From an optimization exercise on the open Yosys and OpenROAD flow, aimed at small area, a short achievable clock period and few clock cycles per item; shortcuts taken in it are not production practice.
In this exercise RTL edits were held to simulation tests only and were not proved equivalent to the original.

Design svf_bank, start of the top module:
module svf_bank (
    input  wire        clk,
    input  wire        rst,
    input  wire        cmd_valid,
    output wire        cmd_ready,
    input  wire [2:0]  cmd_op,
    input  wire [3:0]  cmd_voice,
    input  wire [15:0] cmd_data,
    output reg         res_valid,
    output reg  [3:0]  res_voice,
    output reg  [23:0] res_y
);
Size: roughly 11000 cells after synthesis, ~2300 flip-flops, about 56 I/O pins.
clock: 36.0 ns
lec_check: 0
cap_margin: 20
core_margin: 2
core_utilization: 70
slew_margin: 20
synth_hierarchical: 1
synth_minimum_keep_size: 0
standard.sh (not shown) runs the stock make flow with config.mk's settings and CLKGATE_MAP_FILE= SYNTH_SCRIPT=/design/flow/synth_recipe.tcl, a recipe that flattens the netlist after the stock synthesis.
==> flow/flow/run.sh <==
#!/bin/bash
# The standard layout (the standard.sh) with three changes to how it is made:
#  - repair_timing is asked to leave 27.5 ns of setup slack at the design's
#    36 ns clock, so that it sizes and buffers the design for the period it
#    actually achieves;
#  - the port buffers are buf_4 cells instead of the delay buffer that
#    buffer_ports picks by default;
#  - clock tree synthesis runs without dummy loads.
set -euo pipefail
bash standard.sh SETUP_SLACK_MARGIN=27.5 "BUFFER_PORTS_ARGS=-buffer_cell sky130_fd_sc_hd__buf_4" \
  "CTS_ARGS=-sink_clustering_enable -repair_clock_nets -dont_use_dummy_load" finish > standard.log 2>&1
The first run went through all stages and came out clean.
Testbench counts at the start, summed over its fixed seeds: cycles 13,018, items 10,240.
Change:
--- a/flow/flow/run.sh
+++ b/flow/flow/run.sh
@@ -8 +8 @@
-#  - clock tree synthesis runs without dummy loads.
+#  - clock tree synthesis runs without dummy loads, with clusters of up to 20 sinks.
@@ -11 +11 @@
-  "CTS_ARGS=-sink_clustering_enable -repair_clock_nets -dont_use_dummy_load" finish > standard.log 2>&1
+  "CTS_ARGS=-sink_clustering_enable -repair_clock_nets -dont_use_dummy_load -sink_clustering_size 20" finish > standard.log 2>&1
CORE_UTILIZATION = 60   (was 70)
Result:
- global-route usage came out lower by 6.6 points
- final area came out higher by about 0.6%
Change:
--- a/flow/flow/run.sh
+++ b/flow/flow/run.sh
@@ -8 +8 @@
-#  - clock tree synthesis runs without dummy loads, with clusters of up to 20 sinks.
+#  - clock tree synthesis runs without dummy loads, with clusters of up to 25 sinks.
@@ -11 +11 @@
-  "CTS_ARGS=-sink_clustering_enable -repair_clock_nets -dont_use_dummy_load -sink_clustering_size 20" finish > standard.log 2>&1
+  "CTS_ARGS=-sink_clustering_enable -repair_clock_nets -dont_use_dummy_load -sink_clustering_size 25" finish > standard.log 2>&1
Setup slack stays the same.
Cell area is unchanged.
Hold slack stays the same.
Routed wire length does not change.
Register-to-register slack is about the same.
Global-route usage does not change.
Core utilization is unchanged.
Die area is unchanged.
Via count stays the same.
Fmax does not change.

---

svf_bank, a different RTL version from the one above (not shown whole).
Size: ~11,000 cells after synthesis, ~2,300 flip-flops, ~56 I/O pins, about 150,000 µm² of cells after synthesis.
Design svf_bank, start of the top module:
module svf_bank (
    input  wire        clk,
    input  wire        rst,
    input  wire        cmd_valid,
    output wire        cmd_ready,
    input  wire [2:0]  cmd_op,
    input  wire [3:0]  cmd_voice,
    input  wire [15:0] cmd_data,
    output reg         res_valid,
    output reg  [3:0]  res_voice,
    output reg  [23:0] res_y
);
    localparam OP_PROCESS   = 3'd0;
    localparam OP_SET_K     = 3'd1;
    localparam OP_SET_INVQ  = 3'd2;
    localparam OP_SET_MODE  = 3'd3;
    localparam OP_CLEAR     = 3'd4;
    localparam OP_CLEAR_ALL = 3'd5;
    localparam [15:0] K_RESET    = 16'd2332;    
    localparam [15:0] INVQ_RESET = 16'd16384;   
    reg        [15:0] k_r   [0:15];
    reg signed [23:0] lp1_r [0:15];
    reg signed [23:0] bp1_r [0:15];
    reg signed [23:0] lp2_r [0:15];
    reg signed [23:0] bp2_r [0:15];
    reg        [15:0] invq_r;
    reg        [1:0]  ftype_r;
    reg               fiter_r;
  ...
==> flow/config.mk <==
export PLATFORM = sky130hd
export DESIGN_NAME = svf_bank
export DESIGN_NICKNAME = svf_bank
export VERILOG_FILES = /design/flow/design.v
export SDC_FILE = /design/flow/constraint.sdc
export NUM_CORES = 4
export LEC_CHECK = 0
export CAP_MARGIN = 20
export CORE_MARGIN = 2
export CORE_UTILIZATION = 60
export CTS_BUF_LIST = sky130_fd_sc_hd__clkbuf_8
export CTS_CLUSTER_SIZE = 20
export SLEW_MARGIN = 20
export SYNTH_HIERARCHICAL = 1
export SYNTH_MINIMUM_KEEP_SIZE = 0
==> flow/constraint.sdc <==
create_clock -name core_clock -period 36.0 [get_ports {clk}]
set_input_delay 7.2000 -clock core_clock [delete_from_list [all_inputs] [get_ports {clk}]]
set_output_delay 7.2000 -clock core_clock [all_outputs]
set_load 0.01 [all_outputs]
==> flow/flow/run.sh <==
#!/bin/bash
# The standard layout (the standard.sh) with two changes to how it is made:
#  - repair_timing is asked to leave 27.4 ns of setup slack at the design's
#    36 ns clock, so that it sizes and buffers the design for the period it
#    actually achieves;
#  - the port buffers are buf_4 cells instead of the delay buffer that
#    buffer_ports picks by default.
set -euo pipefail
bash standard.sh SETUP_SLACK_MARGIN=27.4 "BUFFER_PORTS_ARGS=-buffer_cell sky130_fd_sc_hd__buf_4" finish > standard.log 2>&1
Testbench counts at the start, summed over its fixed seeds: cycles 13,018, items 10,240.
Edit:
==> flow/flow/run.sh (replaced) <==
#!/bin/bash
# The standard layout (the standard.sh) with three changes to how it is made:
#  - repair_timing is asked to leave 27.4 ns of setup slack at the design's
#    36 ns clock, so that it sizes and buffers the design for the period it
#    actually achieves;
#  - the port buffers are buf_4 cells instead of the delay buffer that
#    buffer_ports picks by default;
#  - clock tree synthesis runs without dummy loads.
set -euo pipefail
bash standard.sh SETUP_SLACK_MARGIN=27.4 "BUFFER_PORTS_ARGS=-buffer_cell sky130_fd_sc_hd__buf_4" \
  "CTS_ARGS=-sink_clustering_enable -repair_clock_nets -dont_use_dummy_load" finish > standard.log 2>&1
CTS_BUF_LIST = not set   (was sky130_fd_sc_hd__clkbuf_8)
CTS_CLUSTER_SIZE = not set   (was 20)
After rerunning: The new run produced a clean layout. Fmax rose by 2.5%. Sequential share of layout area rose by 0.42 points. Routed wire length fell by 0.33%. Worst hold slack improves by 0.0035 ns. Setup slack improves by 0.21 ns. Via count fell by 0.56%. Utilization fell by 0.74 points. First-iteration DRC count rose by 4.5%.

-- what the ideal ports hide --
The flow's constraints put no driver on any port. The routed layouts listed below were extracted and timed again, unchanged, in two steps.
Step 1 (the two cells are an assumption about what drives the block):
set clk [get_ports {clk}]
set_driving_cell -lib_cell sky130_fd_sc_hd__clkbuf_16 $clk
set_driving_cell -lib_cell sky130_fd_sc_hd__buf_2 [delete_from_list [all_inputs] $clk]
Step 2 adds t to the input delays and takes it off the output delays; t is the mean of the earliest and latest rising clock arrival at the registers after step 1. Input paths then give back, and output paths get back, about the clock's delay inside the block.
a / b / c = ideal / step 1 / step 2; a / b = the first two.
run | t, ns | slack for setup (ns) | worst hold slack (ns)
the first run of note 1 | 0.957 | 27.430 / 27.333 / 27.577 | 0.325 / 0.325 / 0.325
the second run of note 1 | 0.989 | 27.415 / 27.316 / 27.634 | 0.313 / 0.313 / 0.313
the third run of note 1 | 0.989 | 27.415 / 27.316 / 27.634 | 0.313 / 0.313 / 0.313
the first run of note 2 | 1.206 | 27.182 / 27.074 / 27.421 | 0.320 / 0.320 / 0.320
the second run of note 2 | 0.968 | 27.393 / 27.309 / 27.437 | 0.323 / 0.323 / 0.323
After both steps setup and hold are still met in every run listed.
